From an optimization exercise on the open Yosys and OpenROAD flow, aimed at a short achievable clock period and few clock cycles; shortcuts taken in it are not production practice.
Only simulation tests tie the RTL to the original design; equivalence was not proved.

Setup of amber:
==> flow/design.v (excerpt) <==
module zacwire_rx (
    input  wire        clk,
    input  wire        rst,
    input  wire [1:0]  cfg_profile,    
    input  wire [15:0] cfg_rate,       
    input  wire        ev_valid,
    input  wire [32:0] ev_word,
    input  wire        cmd_valid,
    input  wire [66:0] cmd_word,
    output wire        cmd_ready,
    output reg         rsp_valid,
    output reg  [34:0] rsp_word
);
    localparam [2:0] PH_IDLE     = 3'd0,
                     PH_START    = 3'd1,
                     PH_RECV     = 3'd2,
                     PH_PARITY   = 3'd3,
                     PH_COMPLETE = 3'd4,
                     PH_ERROR    = 3'd5;
    localparam [2:0] OP_BEGIN = 3'd0, OP_END = 3'd1, OP_TAKE = 3'd2,
                     OP_ISCONN = 3'd3, OP_READ = 3'd4;
    localparam [2:0] ST_OK = 3'd0, ST_NOTCONN = 3'd1, ST_MISREAD = 3'd2,
                     ST_BEGINFAIL = 3'd3, ST_BADOP = 3'd4;
    localparam [31:0] GAP_US = 32'd1000;
    localparam [3:0]  G1 = 4'd9;
  ...
Size: ~160 I/O pins.
clock: 20.0 ns
lec_check: 0
abc_clock_period_in_ps: 4000
cap_margin: 20
core_margin: 2
core_utilization: 40
place_density: 0.6
slew_margin: 20
standard.sh (not shown) runs the stock make flow with config.mk's settings and CLKGATE_MAP_FILE= SYNTH_SCRIPT=/design/flow/synth_recipe.tcl, a recipe that flattens the netlist after the stock synthesis.
==> flow/flow/run.sh <==
#!/bin/bash
# Standard ORFS layout, with the resizer asked to keep SETUP_SLACK_MARGIN ns of
# setup slack at the design's clock (the SDC is unchanged).
set -euo pipefail
bash standard.sh SETUP_SLACK_MARGIN=14 finish > standard_flow.log 2>&1
amber finished every step from synthesis to the final layout, and the layout passed the timing, design-rule and antenna checks.
Testbench counts of amber, summed over its fixed seeds: cycles 31,646.
[inputs] lagoon vs amber
- ABC_CLOCK_PERIOD_IN_PS removed (was 4000)
==> flow/run.sh (new file) <==
#!/bin/bash
# synth_recipe.tcl (not shown) runs the flow's synth.tcl, then flattens the netlist and writes it again
# the make line also repeats each setting of config.mk as NAME=value (left out here)
make -C /OpenROAD-flow-scripts/flow DESIGN_CONFIG=/design/flow/config.mk WORK_HOME=/design/flow/orfs CLKGATE_MAP_FILE= SYNTH_SCRIPT=/design/flow/synth_recipe.tcl finish
removed: flow/flow/run.sh
removed: flow/standard.sh
--- outcome ---
Via count of the first global-routing pass ended up 1.9% lower on lagoon than on amber. amber → lagoon: half-perimeter wire length of the detailed placement result now smaller; final net count decreased 220. On final hold slack, amber tracks lagoon almost exactly. Diff amber -> lagoon: path length in cells of the critical path -about 11%, mean number of vias per cell decreased about 0.9%, final period utilization moved up, wire length of the first global-routing pass has decreased. [lagoon] global router's overall resource usage fell 1.3 points relative to amber.

Setup of harbor:
Another version of the RTL of zacwire_rx (not shown whole).
Size in the first run: about 14000 cells after synthesis, roughly 1700 flip-flops, roughly 160 I/O pins, roughly 0.14 sq mm of cells after synthesis.
==> flow/design.v (excerpt) <==
module zacwire_rx (
    input  wire        clk,
    input  wire        rst,
    input  wire [1:0]  cfg_profile,    
    input  wire [15:0] cfg_rate,       
    input  wire        ev_valid,
    input  wire [32:0] ev_word,
    input  wire        cmd_valid,
    input  wire [66:0] cmd_word,
    output wire        cmd_ready,
    output reg         rsp_valid,
    output reg  [34:0] rsp_word
);
==> flow/config.mk <==
export PLATFORM = sky130hd
export DESIGN_NAME = zacwire_rx
export DESIGN_NICKNAME = zacwire_rx
export VERILOG_FILES = /design/flow/design.v
export SDC_FILE = /design/flow/constraint.sdc
export NUM_CORES = 4
export LEC_CHECK = 0
export ABC_CLOCK_PERIOD_IN_PS = 2500
export CAP_MARGIN = 20
export CELL_PAD_IN_SITES_DETAIL_PLACEMENT = 1
export CELL_PAD_IN_SITES_GLOBAL_PLACEMENT = 1
export CORE_MARGIN = 2
export CORE_UTILIZATION = 50
export PLACE_DENSITY = 0.62
export SLEW_MARGIN = 20
==> flow/constraint.sdc <==
create_clock -name core_clock -period 20.0 [get_ports {clk}]
set_input_delay 4.0000 -clock core_clock [delete_from_list [all_inputs] [get_ports {clk}]]
set_output_delay 4.0000 -clock core_clock [all_outputs]
set_load 0.01 [all_outputs]
==> flow/flow/run.sh <==
#!/bin/bash
# Standard ORFS layout, with the resizer asked to keep SETUP_SLACK_MARGIN ns of
# setup slack at the design's clock (the SDC is unchanged).
set -euo pipefail
bash standard.sh SETUP_SLACK_MARGIN=15 finish > standard_flow.log 2>&1
Testbench counts of harbor, summed over its fixed seeds: cycles 31,646.
#### Input delta (tundra over harbor)
-- flow/config.mk --
<<< harbor, line 12
export CORE_MARGIN = 2
export CORE_UTILIZATION = 50
export PLACE_DENSITY = 0.62
export SLEW_MARGIN = 20
>>> tundra, line 12
export CORE_MARGIN = 2
export CORE_UTILIZATION = 40
export PLACE_DENSITY = 0.55
export SLEW_MARGIN = 20
==> comparison <==
- tundra and harbor ended up with nearly the same sequential cell area in the final layout.
- Relative to harbor, the final cell area reported for tundra is higher.
- Delta (tundra minus harbor): half-perimeter wire length of the detailed placement result rose by 9.7%; inverter count of the layout excluding clock inverters stayed essentially flat; wire length of the first global-routing pass now sits higher; aggregate routed wire length increased by 8.1% relative to the old numbers.
- Post-detailed-placement cell area (lower): harbor
- Delta (tundra minus harbor): final critical path time including I/O delays and setup increased 4.1 ps, count of clock-net buffers in the final layout decreased 1.7%.

==> re-timing with driven ports <==
In the flow no input, the clock included, has a driving cell. The finished layouts below were timed again as built, in two steps. Step 1 assumes that a clkbuf_16 drives the clock port and a buf_2 every other input. Step 2 adds t to the input delays and takes it off the output delays; t is the mean of the earliest and latest rising clock arrival at the registers after step 1. Input paths then give back, and output paths get back, about the clock's delay inside the block. Slacks: no drivers / after step 1 / after step 2; pairs: no drivers / after step 1.
| run | shift t [ns] | setup WS [ns] | worst hold slack (ns) | worst setup path after step 2 | pins driven straight from the clock port |
|---|---|---|---|---|---|
| amber | 0.940 | 12.619 / 12.619 / 12.619 | 0.354 / 0.354 / 0.354 | register to register | 1 |
| lagoon | 0.935 | 9.509 / 9.509 / 9.509 | 0.353 / 0.353 / 0.353 | register to register | 1 |
| harbor | 1.018 | 14.588 / 14.476 / 14.160 | 0.355 / 0.355 / 0.355 | input to register | 1 |
| tundra | 1.030 | 14.584 / 14.475 / 14.134 | 0.317 / 0.317 / 0.317 | input to register | 1 |
After both steps every run listed still meets setup and hold. For tundra, which loses most, drivers alone change the setup slack by -0.109 ns; drivers and shift together by -0.450 ns.
